Background: an optimization exercise with open tools, aiming at small area, a short achievable clock period and few clock cycles per item. Do not read the settings as production practice. In this exercise RTL edits were held to simulation tests only and were not proved equivalent to the original. Power and IR drop assume default switching activity.

## flow/flow/run.sh

```bash
#!/bin/bash
# Standard ORFS layout (the standard.sh), with two changes made through
# config.mk: the ports are buffered by sky130_fd_sc_hd__buf_1 instead of the
# default buffer that buffer_ports picks, and clock tree synthesis runs
# with the arguments in flow/cts_args.txt (larger sink clusters, no dummy
# loads). Each tool's output is in standard.log.
set -euo pipefail
echo 'export BUFFER_PORTS_ARGS = -buffer_cell sky130_fd_sc_hd__buf_1' >> config.mk
if [[ -s flow/cts_args.txt ]]; then
  echo "export CTS_ARGS = $(cat flow/cts_args.txt)" >> config.mk
fi
bash standard.sh > standard.log 2>&1
```

## flow/flow/cts_args.txt

```
-sink_clustering_enable -repair_clock_nets -dont_use_dummy_load -sink_clustering_size 16 -sink_clustering_max_diameter 50 -buf_list "sky130_fd_sc_hd__clkbuf_8" -sink_clustering_levels 1
```

## flow/standard.sh

```bash
#!/bin/bash
# synth_recipe.tcl (not shown) runs the flow's synth.tcl, then flattens the netlist and writes it again
# the make line also repeats each setting of config.mk as NAME=value (left out here)
make -C /OpenROAD-flow-scripts/flow DESIGN_CONFIG=/design/flow/config.mk WORK_HOME=/design/flow/orfs CLKGATE_MAP_FILE= SYNTH_SCRIPT=/design/flow/synth_recipe.tcl "${@:-finish}"
```

## flow/config.mk

```make
export PLATFORM = sky130hd
export DESIGN_NAME = rle_enc
export DESIGN_NICKNAME = rle_enc
export VERILOG_FILES = /design/flow/design.v
export SDC_FILE = /design/flow/constraint.sdc
export NUM_CORES = 4
export LEC_CHECK = 0
export CAP_MARGIN = 0
export CORE_MARGIN = 2
export CORE_UTILIZATION = 50
export SETUP_SLACK_MARGIN = 2.8
export SLEW_MARGIN = 0
export BUFFER_PORTS_ARGS = -buffer_cell sky130_fd_sc_hd__buf_1
export CTS_ARGS = -sink_clustering_enable -repair_clock_nets -dont_use_dummy_load -sink_clustering_size 16 -sink_clustering_max_diameter 50 -buf_list "sky130_fd_sc_hd__clkbuf_8" -sink_clustering_levels 1
```

## flow/constraint.sdc

```tcl
create_clock -name core_clock -period 5.0 [get_ports {clk}]
set_input_delay 1.0000 -clock core_clock [delete_from_list [all_inputs] [get_ports {clk}]]
set_output_delay 1.0000 -clock core_clock [all_outputs]
set_load 0.01 [all_outputs]
```

## flow/design.v

```verilog
module rle_enc (
    input  wire         clk,
    input  wire         rst,
    input  wire         in_valid,
    output wire         in_ready,
    input  wire [7:0]   in_data,
    input  wire         in_last,
    input  wire [5:0]   unit_size,
    output wire         out_valid,
    input  wire         out_ready,
    output wire [9:0]   out_count,
    output wire [5:0]   out_len,
    output wire [255:0] out_unit,
    output wire         out_last
);
    localparam CHUNK = 1000;
    localparam [9:0] LF_0   = 10'd1;       
    localparam [9:0] LF_998 = 10'd1003;    
    reg  [7:0]   cur [0:31];
    reg  [3:0]   ph;             
    reg  [7:0]   pl;             
    reg          ns;             
    reg          full_r;         
    reg  [9:0]   chunk_pos;      
    reg          cl;             
    reg          m;              
    reg  [9:0]   cnt;            
    reg          rs;             
    reg  [7:0]   exp_r;          
    reg  [7:0]   in_r;
    reg  [4:0]   p_r;
    reg          v_r;
    reg          wr;             
    reg          fin_r;          
    reg          last_r;         
    reg          o_valid;
    reg          rdy;            
    reg  [5:0]   o_len;
    reg          o_last;
    assign in_ready  = rdy;
    assign out_valid = o_valid;
    assign out_count = cnt;
    assign out_len   = o_len;
    assign out_last  = o_last;
    genvar g;
    generate
        for (g = 0; g < 32; g = g + 1) begin : g_unit
            assign out_unit[8*g +: 8] = cur[g];
        end
    endgenerate
    wire       u1     = (unit_size == 6'd1);
    wire       accept = in_valid && !o_valid;
    wire       eq     = (in_data == exp_r);
    wire       full   = ns ? u1 : full_r;
    wire       ce     = cl || in_last;
    wire       s_end  = full || ce;
    wire       close  = m && (!eq || (ce && !full));
    wire       a_set  = accept && close;     
    wire       b_set  = wr && fin_r;         
    wire       o_set  = a_set || b_set;
    wire [9:0] base   = rs ? 10'd1 : cnt;
    wire       o_nxt  = o_set || (o_valid && !out_ready);
    wire       v_nxt  = accept || (v_r && !wr);
    wire       pos0   = ph[0] && pl[0];
    wire [4:0] pos    = {ph[2] | ph[3], ph[1] | ph[3],
                         pl[4] | pl[5] | pl[6] | pl[7],
                         pl[2] | pl[3] | pl[6] | pl[7],
                         pl[1] | pl[3] | pl[5] | pl[7]};
    reg  [7:0]  cur_a;
    integer k, j;
    always @(*) begin
        cur_a = 8'd0;
        for (k = 0; k < 31; k = k + 1)
            cur_a = cur_a | (cur[k + 1] & {8{ph[k / 8] & pl[k % 8]}});
    end
    wire [7:0] exp_a  = (pos0 && p_r == 5'd1) ? in_r : cur_a;
    wire [7:0] exp_0  = pos0 ? in_data :
                        (p_r == 5'd0) ? in_r : cur[0];
    always @(posedge clk) begin
        for (j = 0; j < 32; j = j + 1)
            if (wr && p_r == j)
                cur[j] <= in_r;
        if (!o_valid) begin
            in_r   <= in_data;
            p_r    <= pos;
            fin_r  <= ce;
            last_r <= in_last;
        end
        if (accept) begin
            exp_r  <= s_end ? exp_0 : exp_a;
            full_r <= s_end ? u1 : ({1'b0, pos} + 6'd2 == unit_size);
        end
        if (o_set)
            cnt <= base;
        else if (accept && s_end)
            cnt <= m ? base + 10'd1 : 10'd1;
        if (accept && s_end)
            rs <= o_set;
        else if (o_set)
            rs <= 1'b0;
        if (!o_valid) begin
            o_len   <= (v_r && fin_r) ? {1'b0, p_r} + 6'd1 : unit_size;
            o_last  <= v_r && fin_r && last_r;
        end
    end
    always @(posedge clk) begin
        if (rst) begin
            ph        <= 4'd1;
            pl        <= 8'd1;
            wr        <= 1'b0;
            ns        <= 1'b1;
            chunk_pos <= LF_0;
            cl        <= 1'b0;
            m         <= 1'b0;
            v_r       <= 1'b0;
            o_valid   <= 1'b0;
            rdy       <= 1'b1;
        end else begin
            o_valid <= o_nxt;
            rdy     <= !o_nxt;
            v_r     <= v_nxt;
            wr      <= v_nxt && !o_nxt;
            if (accept) begin
                if (s_end) begin
                    ph <= 4'd1;
                    pl <= 8'd1;
                end else begin
                    pl <= {pl[6:0], pl[7]};
                    if (pl[7])
                        ph <= {ph[2:0], ph[3]};
                end
                ns        <= in_last;
                chunk_pos <= ce ? LF_0 :
                             {chunk_pos[8:0], chunk_pos[9] ^ chunk_pos[6]};
                cl        <= !ce && (chunk_pos == LF_998);
                if (s_end)
                    m <= !ce;
                else if (close)
                    m <= 1'b0;
            end
        end
    end
endmodule
```

==> results of run 1 <==
## cell usage in the layout (no fill, tap or decap), types with 11 or more instances in the layout
cell        n
and2_1     12
nand2_1    35
dfxtp_1    23
xnor2_1    11
a22oi_1    96
edfxtp_1  298
o22ai_1    19
nand3_1    22
clkbuf_8   34
o21ai_0    24
buf_4      38
buf_1     281
inv_1      15
nor2_2     14
a22o_1     14
nand2b_1   12
nor2_1     40
a21oi_1    30
## worst max-delay path by stage
| stage | endpoint | startpoint | slack, ns | depth (start not counted) |
|---|---|---|---|---|
| after detailed placement | cnt[3]$_DFFE_PP_ | in_valid | 1.69 | 8 |
| after floorplan | cnt[0]$_DFFE_PP_ | unit_size[1] | 2.55 | 5 |
| after CTS | cur[17][5]$_DFFE_PP_ | p_r[2]$_DFFE_PN_ | 2.70 | 3 |
| final | out_unit[18] | cur[2][2]$_DFFE_PP_ | 2.78 | 1 |
| after global routing | cnt[3]$_DFFE_PP_ | unit_size[3] | 2.76 | 7 |
| after global placement | cnt[3]$_DFFE_PP_ | in_valid | 1.77 | 8 |
## flip-flops by register name, summed over array words and instances (netlist names), 4 cells and up
register   count
exp_r          8
cnt           10
in_r           8
pl             8
cur          256
chunk_pos     10
o_len          6
ph             4
p_r            5
## final cells by class
class	instances	area, sq um	area share
sequential	327	9540	0.608
multi-input combinational	492	3630	0.231
timing repair buffer	341	1530	0.0976
clock buffer	34	468	0.0298
tap	335	419	0.0267
inverter	23	111	0.00709
## routing by layer
| metal | track usage | vias up | wire, um |
|---|---|---|---|
| met4 | 0.133 | 0 | 1990 |
| li1 | - | 4171 | - |
| met2 | 0.520 | 668 | 21800 |
| met3 | 0.0856 | 107 | 5100 |
| met1 | 0.438 | 4994 | 18000 |
| met5 | 0 | - | 0 |
## through the flow
step | setup slack (ns) | area (sq um) | instances
after detailed placement | 1.69 | 14700 | 1497
after floorplan | 2.55 | 13200 | 894
final | 2.78 | 15700 | 1552
after global placement | 1.77 | 14700 | 1497
after global routing | 2.76 | 15700 | 1552
after CTS | 2.70 | 15400 | 1540
## logic make-up (layout without fill, tap and decap cells)
kind of cell             after synthesis  in the layout
AO/OA/AOI/OAI                        247            247
XOR/XNOR                              16             16
adder cells (fa/ha/maj)                8              8
buffers and inverters                 76            398
flip-flops                           327            327
multiplexers                          12             12
AND/OR/NAND/NOR                      208            209
## repair_timing
action | in CTS | in global routing
resized for setup | 48 | 65
cloned | 2 | 1
setup buffers | 7 | 11
pin swaps | 9 | 12
endpoints found under the setup margin | 104 | 132
## power by group through the flow
stage / combinational (W) / clock [W] / sequential, W
final: 0.000381 / 0.00148 / 0.00310
after global routing: 0.000406 / 0.00158 / 0.00310
after CTS: 0.000353 / 0.00149 / 0.00310
after detailed placement: 0.000330 / 0 / 0.00316
after global placement: 0.000328 / 0 / 0.00316
after floorplan: 0.000178 / 0 / 0.00317
==> out/results.ini, run 1 <==
[run_status]
outcome = timing/DRC/antenna clean

[place]
port_buffers = 293
gp_congestion = 0.890
dpl.hpwl_mm = 31.3

[power]
finalPower_w = 0.00496
leakage_nw = 5.03
irDropWorstVdd_mv = 0.207
power_density_mw_per_mm2 = 316
p_sw_w = 0.00117
pwr-share-seq = 0.624
combinationalPowerShare = 0.077
p_clk_frac = 0.299
p_int_w = 0.00379
p_sw_frac = 0.236

[synth]
ys_ff_latch = 327
yosys_warnings = 2
yosysTopAreaCellShare = 0.682
yosys.area_share.simple = 0.0839
synth_top_area_cell = edfxtp_1
synth_area_leaders = edfxtp_1 68%, a22oi_1 5.8%, dfxtp_1 4.4%
synth-edff-count = 298
synth_common_cells = 298 x edfxtp_1, 102 x a22oi_1, 54 x nor2_1, 36 x nand2_1, 31 x clkbuf_1
ys_seq_area_frac = 0.727
synth_most_common_cell = edfxtp_1
synth_fp_nets = 921
synth_fa_ha_area_frac = 0.00763
synth_cell_types = 65
syn_inst = 894
synth-xor-area-share = 0.0107
synthMuxAreaShare = 0.00944
syn_area_sq_mm = 0.0131
synth-compound-area-share = 0.136
synthArstFlopShare = 0
syn_area_per_cell_sq_um = 14.7
synth-main-ff-cell = edfxtp_1
synth_top_family_by_area = compound AO/OA/AOI/OAI gates

[worst_setup_path]
end_kind = primary output
worstPathCellList = buf_1
cp.required_ns = 4.00
cp-start-kind = flip-flop
cp_slowest_cell = edfxtp_1
critPathMaxStageDelay_ns = 0.49
r2r-start = ph[0]$_SDFFE_PP1P_
critPathArrivalTime_ns = 1.22
reg2reg_depth = 5
r2r_end = exp_r[1]$_DFFE_PP_
crit_path_max_fanout = 2
path_delay_family = flip-flops
r2r_setup_slack_ns = 2.81
cp_num_buf_inv = 1
crit_type = reg -> out

[finish]
drive_gt1_frac = 0.150
syn2layout_area_growth_pct = 19.7
utilization = 0.606
nFillCells = 2134
diodes = 0
nNetsFinal = 1246

[detailed_routing]
wl_per_cell_um = 30.2
via_count = 9940
remaining_drc_errors = 0
vias_per_cell = 6.40
drt_iter0_drc = 1257
route.antenna.remaining_nets = 0
drt-total-wl_mm = 46.9
firstDrtPassIters = 6

[timing]
slew_violations = 0
hold_viol_final = 0
tightest_slew_ns = 1.25
setup_viol = 0
min_period_over_period = 0.443
rsz0062_at_grt = yes
finClkSkew_ns = 0.0394
fin_crit_ns = 2.22
tns_ns = 0
fmax_mhz = 451
timing.hold.ws_ns = 0.485
slew_headroom = 0.165

[die]
io_pins = 294
rows = 59
die_w_um = 166
die_area_sq_mm = 0.0275
die_h_um = 166
start_util = 0.506
core_area_sq_mm = 0.0259

[grt]
antenna_found_initial = 0
grt_start_max_net_pins = 36
grt_pass1_wl_mm = 65.9
track_usage = 0.329
grt_overflow = 0
first_global_vias = 9546

[min_path]
hold_class = reg -> reg
hold_depth = 2
holdPathEnd = chunk_pos[1]$_SDFFE_PP0P_
min-delay-start = chunk_pos[1]$_SDFFE_PP0P_

[job]
cap_viol_max_count = 0

[cts]
clk-insertion-delay-late_ns = 0.55
ctsHoldBuffers = 0
htreeDepth = 2
clkSlewWorstSetupHoldPaths_ns = 0.10
clk_path_buf_depth = 3
cts_tree = yes
root_buffer = clkbuf_8
cts.sinks = 327
cts_buffers = 34

Testbench counts, summed over its fixed seeds: cycles 186,589, bytes 184,078.
==> run 2: changes to the inputs <==
==> flow/run.sh (new file) <==
#!/bin/bash
# synth_recipe.tcl (not shown) runs the flow's synth.tcl, then flattens the netlist and writes it again
# the make line also repeats each setting of config.mk as NAME=value (left out here)
make -C /OpenROAD-flow-scripts/flow DESIGN_CONFIG=/design/flow/config.mk WORK_HOME=/design/flow/orfs CLKGATE_MAP_FILE= SYNTH_SCRIPT=/design/flow/synth_recipe.tcl finish
==> flow/config.mk (replaced) <==
export PLATFORM = sky130hd
export DESIGN_NAME = rle_enc
export DESIGN_NICKNAME = rle_enc
export VERILOG_FILES = /design/flow/design.v
export SDC_FILE = /design/flow/constraint.sdc
export NUM_CORES = 4
export LEC_CHECK = 0
export CAP_MARGIN = 0
export CORE_MARGIN = 2
export CORE_UTILIZATION = 50
export CTS_BUF_LIST = sky130_fd_sc_hd__clkbuf_8
export CTS_CLUSTER_DIAMETER = 50
export CTS_CLUSTER_SIZE = 16
export SETUP_SLACK_MARGIN = 2.8
export SLEW_MARGIN = 0
removed: flow/flow/run.sh
removed: flow/flow/cts_args.txt
removed: flow/standard.sh
==> run 2 against run 1 <==
Effect of this change: die area unchanged; critical path type unchanged; hold slack improved by 0.0025 ns; sequential power is essentially flat; non-clock buffer count up 162; cell count is 12% higher; setup slack got worse by 0.061 ns; still clean on timing, DRC and antenna; fmax fell by 2.7%; synthesized area stayed put; largest power group unchanged; clock skew shrank 0.021 ns; via count rose by 6.0%.
==> out/results.ini, run 2 <==
[worst_setup_path]
cp_slowest_cell = edfxtp_1
reg2reg_depth = 7
path_delay_family = flip-flops
r2r_end = full_r$_DFFE_PP_
crit_type = reg -> out
worstPathCellList = buf_2
end_kind = primary output
r2r-start = pl[5]$_SDFFE_PP0P_
cp.required_ns = 4.00
critPathArrivalTime_ns = 1.28
cp.depth = 1
r2r_setup_slack_ns = 2.79
crit_path_max_fanout = 2
cp_num_buf_inv = 1
critPathMaxStageDelay_ns = 0.48
cp-start-kind = flip-flop

[detailed_routing]
route.antenna.remaining_nets = 0
vias_per_cell = 6.07
remaining_drc_errors = 0
firstDrtPassIters = 7
wl_per_cell_um = 28.9
via_count = 10500
drt-total-wl_mm = 50.2
drt_iter0_drc = 1328

[synth]
synthArstFlopShare = 0
synth_area_leaders = edfxtp_1 68%, a22oi_1 5.8%, dfxtp_1 4.4%
syn_area_per_cell_sq_um = 14.7
synth-main-ff-cell = edfxtp_1
synth_top_area_cell = edfxtp_1
ys_ff_latch = 327
syn_inst = 894
synth_common_cells = 298 x edfxtp_1, 102 x a22oi_1, 54 x nor2_1, 36 x nand2_1, 31 x clkbuf_1
synth_fp_nets = 921
syn_area_sq_mm = 0.0131
synth_most_common_cell = edfxtp_1
yosysTopAreaCellShare = 0.682
ys_seq_area_frac = 0.727
synth_cell_types = 65
synth-edff-count = 298
yosys_warnings = 2

[grt]
grt_overflow = 0
track_usage = 0.348
grt_start_max_net_pins = 36
first_global_vias = 10200
antenna_found_initial = 0
grt_pass1_wl_mm = 70.1

[power]
pwr-share-seq = 0.569
p_int_w = 0.00413
power_density_mw_per_mm2 = 306
p_clk_frac = 0.355
p_sw_w = 0.00132
p_sw_frac = 0.242
combinationalPowerShare = 0.076
irDropWorstVdd_mv = 0.222
leakage_nw = 6.79

[cts]
clk-insertion-delay-late_ns = 0.62
ctsHoldBuffers = 0
cts_buffers = 31
clkSlewWorstSetupHoldPaths_ns = 0.09
clk_path_buf_depth = 3
htreeDepth = 1
cts.sinks = 327
cts_tree = yes
root_buffer = clkbuf_8

[die]
die_area_sq_mm = 0.0275
rows = 59
die_w_um = 166
start_util = 0.506
io_pins = 294
die_h_um = 166
core_area_sq_mm = 0.0259

[timing]
finClkSkew_ns = 0.0184
fmax_mhz = 439
slew_violations = 0
rsz0062_at_grt = yes
tns_ns = 0
setup_viol = 0
min_period_over_period = 0.455
layout_setup_ws_ns = 2.72
tightest_slew_ns = 1.21
hold_viol_final = 0
timing.hold.ws_ns = 0.488
slew_headroom = 0.193
fin_crit_ns = 2.28

[min_path]
min-delay-start = chunk_pos[1]$_SDFFE_PP0P_
hold_class = reg -> reg
holdPathEnd = chunk_pos[1]$_SDFFE_PP0P_
hold_depth = 2

[finish]
diodes = 0
nNetsFinal = 1405
syn2layout_area_growth_pct = 35.6
final_cell_mix = 298 x edfxtp_1, 244 x buf_2, 203 x buf_4
final_common_cell = edfxtp_1
top_register = cur
largest_register_ffs = 256
drive_gt1_frac = 0.462
top_regs = cur x256, chunk_pos x10, cnt x10

[run_status]
outcome = timing/DRC/antenna clean

[place]
dpl.hpwl_mm = 32.6
gp_congestion = 0.905
dpl_worst_slack_ns = 1.37
port_buffers = 293

[job]
cap_viol_max_count = 0

[run 2: cell count changes in the layout (fill, tap and decap cells not counted), sizes merged, moves of 2 or more]
cell / before / now
buf: 332 / 488
clkinv: 2 / 13
bufinv: 0 / 6
inv: 16 / 20
clkinvlp: 5 / 8
clkbuf: 43 / 41
clkdlybuf4s15: 0 / 2
[run 2: layout make-up]
type | count | area [sq um]
sequential | 327 | 9550
fill | 1947 | 8130
multi-input combinational | 492 | 3640
timing repair buffer | 503 | 3320
clock buffer | 31 | 427
tap | 335 | 419
clock inverter | 24 | 322
inverter | 23 | 106
[run 2: kinds of logic (layout without fill, tap and decap cells)]
logic type,count (synthesis),count (layout),synth area share
AO/OA/AOI/OAI,247,247,0.136
XOR/XNOR,16,16,0.0107
adder cells (fa/ha/maj),8,8,0.00763
buffers and inverters,76,581,0.0262
flip-flops,327,327,0.727
multiplexers,12,12,0.00944
AND/OR/NAND/NOR,208,209,0.0839
[run 2: power groups by stage]
stage	Clock [W]	Sequential [W]	Combinational, W
2_1_floorplan	0	0.00317	0.000178
3_3_place_gp	0	0.00317	0.000359
3_5_place_dp	0	0.00317	0.000360
4_1_cts	0.00193	0.00310	0.000393
5_1_grt	0.00204	0.00310	0.000438
6_report	0.00193	0.00310	0.000414
[run 2: through the flow]
| stage | util | std cells | area [sq um] | power [W] |
|---|---|---|---|---|
| CTS | 0.658 | 1669 | 17100 | 0.00542 |
| detailed placement | 0.636 | 1495 | 16500 | 0.00353 |
| global route | 0.686 | 1735 | 17800 | 0.00558 |
| global placement | 0.636 | 1495 | 16500 | 0.00353 |
| finish | 0.686 | 1735 | 17800 | 0.00544 |
| floorplan | - | 894 | 13200 | 0.00335 |
[run 2: repair_timing]
item,CTS,global route
setup endpoints to repair,390,345
resized for setup,1219,87
setup buffers,117,66
cloned,2,0
pin swaps,26,25
[run 2: tightest hold or removal path, delay by kind of cell (launching register included)]
kind            cells  cell delay, ns
flops               1            0.34
compound gates      1            0.05
simple gates        1            0.06
[run 2: per-layer routing]
layer  share of wire  GRT usage  routed length [um]
met1            0.37      0.462               18600
met2            0.47      0.564               23700
met3            0.11     0.0770                5690
met4           0.044      0.137                2190
met5               0          0                   0
[run 2: how the worst max path moves through the flow]
| stage | start | end | slack (ns) |
|---|---|---|---|
| 2_1_floorplan | unit_size[1] | cnt[0]$_DFFE_PP_ | 2.55 |
| 6_report | cur[29][4]$_DFFE_PP_ | out_unit[236] | 2.72 |
| 3_3_place_gp | in_valid | cnt[3]$_DFFE_PP_ | 1.41 |
| 4_1_cts | cur[30][4]$_DFFE_PP_ | out_unit[244] | 2.73 |
| 5_1_grt | pl[5]$_SDFFE_PP0P_ | full_r$_DFFE_PP_ | 2.70 |
| 3_5_place_dp | in_valid | cnt[3]$_DFFE_PP_ | 1.37 |
==> run 3: changes to the inputs <==
==> flow/design.v (replaced) <==
module rle_enc (
    input  wire         clk,
    input  wire         rst,
    input  wire         in_valid,
    output wire         in_ready,
    input  wire [7:0]   in_data,
    input  wire         in_last,
    input  wire [5:0]   unit_size,
    output wire         out_valid,
    input  wire         out_ready,
    output wire [9:0]   out_count,
    output wire [5:0]   out_len,
    output wire [255:0] out_unit,
    output wire         out_last
);
    localparam CHUNK = 1000;
    reg  [7:0]   cur [0:31];
    reg  [4:0]   pos;            
    reg  [9:0]   chunk_pos;      
    reg          m;              
    reg  [9:0]   cnt;            
    reg          u1;             
    reg  [7:0]   in_r;
    reg  [4:0]   p_r;
    reg          v_r;
    reg          fin_r;          
    reg          last_r;         
    reg          o_valid;
    reg  [9:0]   o_count;
    reg  [5:0]   o_len;
    reg          o_last;
    assign in_ready  = !o_valid;
    assign out_valid = o_valid;
    assign out_count = o_count;
    assign out_len   = o_len;
    assign out_last  = o_last;
    genvar g;
    generate
        for (g = 0; g < 32; g = g + 1) begin : g_unit
            assign out_unit[8*g +: 8] = cur[g];
        end
    endgenerate
    wire       accept = in_valid && !o_valid;
    wire [7:0] exp_b  = u1 ? in_r : cur[pos];
    wire       eq     = (in_data == exp_b);
    wire       full   = ({1'b0, pos} + 6'd1 == unit_size);
    wire       ce     = (chunk_pos == CHUNK - 1) || in_last;
    wire       s_end  = full || ce;
    wire       close  = m && (!eq || (ce && !full));
    wire       wr     = v_r && !o_valid;
    always @(posedge clk) begin
        if (wr)
            cur[p_r] <= in_r;
        if (accept) begin
            in_r   <= in_data;
            p_r    <= pos;
            fin_r  <= ce;
            last_r <= in_last;
            u1     <= (unit_size == 6'd1);
        end
        if (accept && s_end)
            cnt <= (m && !close) ? cnt + 10'd1 : 10'd1;
        if (accept && close) begin
            o_count <= cnt;
            o_len   <= unit_size;
            o_last  <= 1'b0;
        end else if (wr && fin_r) begin
            o_count <= cnt;
            o_len   <= {1'b0, p_r} + 6'd1;
            o_last  <= last_r;
        end
    end
    always @(posedge clk) begin
        if (rst) begin
            pos       <= 5'd0;
            chunk_pos <= 10'd0;
            m         <= 1'b0;
            v_r       <= 1'b0;
            o_valid   <= 1'b0;
        end else begin
            if (o_valid && out_ready)
                o_valid <= 1'b0;
            if (wr)
                v_r <= 1'b0;
            if ((accept && close) || (wr && fin_r))
                o_valid <= 1'b1;
            if (accept) begin
                v_r       <= 1'b1;
                pos       <= s_end ? 5'd0 : pos + 5'd1;
                chunk_pos <= ce ? 10'd0 : chunk_pos + 10'd1;
                if (s_end)
                    m <= !ce;
                else if (close)
                    m <= 1'b0;
            end
        end
    end
endmodule
==> flow/config.mk (replaced) <==
export PLATFORM = sky130hd
export DESIGN_NAME = rle_enc
export DESIGN_NICKNAME = rle_enc
export VERILOG_FILES = /design/flow/design.v
export SDC_FILE = /design/flow/constraint.sdc
export NUM_CORES = 4
export LEC_CHECK = 0
export CAP_MARGIN = 20
export CORE_MARGIN = 2
export CORE_UTILIZATION = 40
export SLEW_MARGIN = 20
==> run 3 against run 2 <==
Effect of this change: still clean on timing, DRC and antenna; sequential power down 3%; combinational power down 38%; clock power up about 20%; largest power group unchanged; first-iteration DRC count down 38%; via count down 23%; critical endpoint is now o_count[8]$_DFFE_PP_; highest routed layer unchanged.
==> out/results.ini, run 3 <==
[finish]
syn2layout_area_growth_pct = 34.0
nFillCells = 2521
largest_register_ffs = 256
final_cell_mix = 298 x edfxtp_1, 293 x clkdlybuf4s50_1, 64 x nor2_1
top_register = cur
nNetsFinal = 1069
diodes = 0
drive_gt1_frac = 0.129
final_common_cell = edfxtp_1

[die]
die_area_sq_mm = 0.0339
start_util = 0.409
die_w_um = 184
io_pins = 294
rows = 65
die_h_um = 184
core_area_sq_mm = 0.0317

[timing]
fmax_mhz = 237
setup_viol = 0
tightest_slew_ns = 1.07
rsz0062_at_grt = no
hold_viol_final = 0
finClkSkew_ns = 0.0203
min_period_over_period = 0.845
slew_violations = 0
slew_headroom = 0.286
fin_crit_ns = 4.23
timing.hold.ws_ns = 0.462
tns_ns = 0

[grt]
first_global_vias = 7985
grt_pass1_wl_mm = 55.5
antenna_found_initial = 0
grt_start_max_net_pins = 39
grt_overflow = 0
track_usage = 0.227

[synth]
syn_inst = 730
synth-edff-count = 298
yosys_warnings = 1
synthArstFlopShare = 0
ys_ff_latch = 322
synth-main-ff-cell = edfxtp_1
synth_area_leaders = edfxtp_1 69%, mux4_2 9.2%, dfxtp_1 3.7%
synth_top_area_cell = edfxtp_1
syn_area_per_cell_sq_um = 17.8
syn_area_sq_mm = 0.0130
ys_seq_area_frac = 0.727
synth_fp_nets = 756
synth_most_common_cell = edfxtp_1
yosysTopAreaCellShare = 0.690
synth_cell_types = 50
synth_common_cells = 298 x edfxtp_1, 64 x nor2_1, 53 x mux4_2, 33 x mux2i_1, 33 x nand2_1

[cts]
clkSlewWorstSetupHoldPaths_ns = 0.06
root_buffer = clkbuf_16
clk_path_buf_depth = 3
clk-insertion-delay-late_ns = 0.57
cts.sinks = 322
cts_buffers = 31
cts_tree = yes
ctsHoldBuffers = 0
cts-resized-gates = 0
cts_setup_buffers = 0
htreeDepth = 1

[job]
cap_viol_max_count = 0

[place]
dpl.hpwl_mm = 28.5
port_buffers = 293
gp_congestion = 0.898

[worst_setup_path]
reg2reg_depth = 10
cp_slowest_cell = dfxtp_4
crit_path_max_fanout = 26
worstPathCellList = buf_4 -> mux2_2 -> o22ai_1 -> o21ai_0 -> nand4_1 -> xnor2_1 -> nor4_2 -> a41o_1 -> a21o_1 -> nand2_1
critPathMaxStageDelay_ns = 0.75
cp-start-kind = flip-flop
crit_type = reg -> reg
end_kind = flip-flop
critPathArrivalTime_ns = 4.38
cp.required_ns = 5.16

[min_path]
hold_depth = 2
hold_class = reg -> reg

[power]
irDropWorstVdd_mv = 0.296
power_density_mw_per_mm2 = 322
leakage_nw = 5.60

[detailed_routing]
route.antenna.remaining_nets = 0
wl_per_cell_um = 26.9
vias_per_cell = 5.55
remaining_drc_errors = 0
drt_iter0_drc = 825
firstDrtPassIters = 6
drt-total-wl_mm = 39.5
via_count = 8154

[run_status]
outcome = timing/DRC/antenna clean

==> run 3: metrics by stage <==
step                std cells  utilization  setup WS, ns  total power, W  cell area [sq um]
floorplan                 730            -          1.72         0.00321              13000
global placement         1409        0.515         0.807         0.00332              16300
detailed placement       1409        0.515         0.732         0.00333              16300
CTS                      1466        0.546         0.733         0.00563              17300
global route             1469        0.548         0.495         0.00575              17400
finish                   1469        0.548         0.773         0.00559              17400
==> run 3: power breakdown <==
group / total (W) / internal, W / switching [W]
Sequential: 0.00302 / 0.00298 / 0.0000420
Clock: 0.00232 / 0.00133 / 0.000988
Combinational: 0.000256 / 0.000114 / 0.000142
Total: 0.00559 / 0.00442 / 0.00117
==> run 3: cells by family after synthesis <==
group	after synthesis	synth area share
DFF	322	0.727
and+or+nand+nor	161	0.0589
muxes	107	0.136
AOI/OAI and AO/OA	60	0.0314
buffers and inverters	37	0.0156
xor gates and xnor gates	36	0.0243
adders and majority gates	7	0.00676
==> run 3: critical path, delay by kind of cell (launching register included) <==
kind / cells / cell delay (ns)
XOR/XNOR: 1 / 0.18
flip-flops: 1 / 0.75
AO/OA/AOI/OAI: 4 / 1.10
buffers and inverters: 1 / 0.50
AND/OR/NAND/NOR: 3 / 1.00
multiplexers: 1 / 0.28
==> run 3: path summary, 6_finish.rpt <==
check                    from              endpoint  slack [ns]
min          v_r$_SDFFE_PP0P_      v_r$_SDFFE_PP0P_        0.46
min reg2reg  v_r$_SDFFE_PP0P_      v_r$_SDFFE_PP0P_        0.46
max                 flip-flop  o_count[8]$_DFFE_PP_        0.77
max reg2reg         flip-flop  o_count[8]$_DFFE_PP_        0.77
==> run 3: area by class of cell <==
type | count | area (sq um) | share of cell area
Clock buffer | 33 | 783 | 0.0451
Clock inverter | 24 | 218 | 0.0125
Inverter | 10 | 37.5 | 0.00216
Multi-Input combinational cell | 371 | 3330 | 0.192
Sequential cell | 322 | 9440 | 0.543
Tap cell | 402 | 503 | 0.0290
Timing Repair Buffer | 307 | 3060 | 0.176
==> run 3: layer usage <==
layer	share of wire	GRT usage
met5	0	0
met2	0.48	0.382
met3	0.079	0.0426
met1	0.42	0.310
met4	0.018	0.0496
Testbench counts of run 3, summed over its fixed seeds: cycles 186,589, bytes 184,078.

[afterwards: timing with drivers on the ports]
No port has a modelled driver above. Below, the same layouts with a new extraction and two added sets of constraints.
Step 1: set_driving_cell puts a clkbuf_16 on clk and a buf_2 on each other input, an assumption about the parent block.
Step 2 also shifts input and output timing later by t, the mid clock arrival at the registers, as if the neighbouring blocks saw the same clock.
Slacks: ideal / step 1 / step 2; pairs: ideal / step 1.
run	t, ns	setup slack, ns	worst register clock-pin slew, ns	worst data-port slew with drivers (ns)	cell pins on the clock port's net
run 1	0.576	2.784 / 2.736 / 2.259	0.10 / 0.10	0.06	1
run 2	0.657	2.723 / 2.674 / 2.227	0.10 / 0.10	0.05	1
run 3	0.607	0.773 / 0.773 / 0.773	0.07 / 0.07	0.06	1
After both steps setup and hold are still met in every run listed. The setup slack of run 1, which loses most, moves by -0.048 ns with the drivers and by -0.525 ns with both steps.
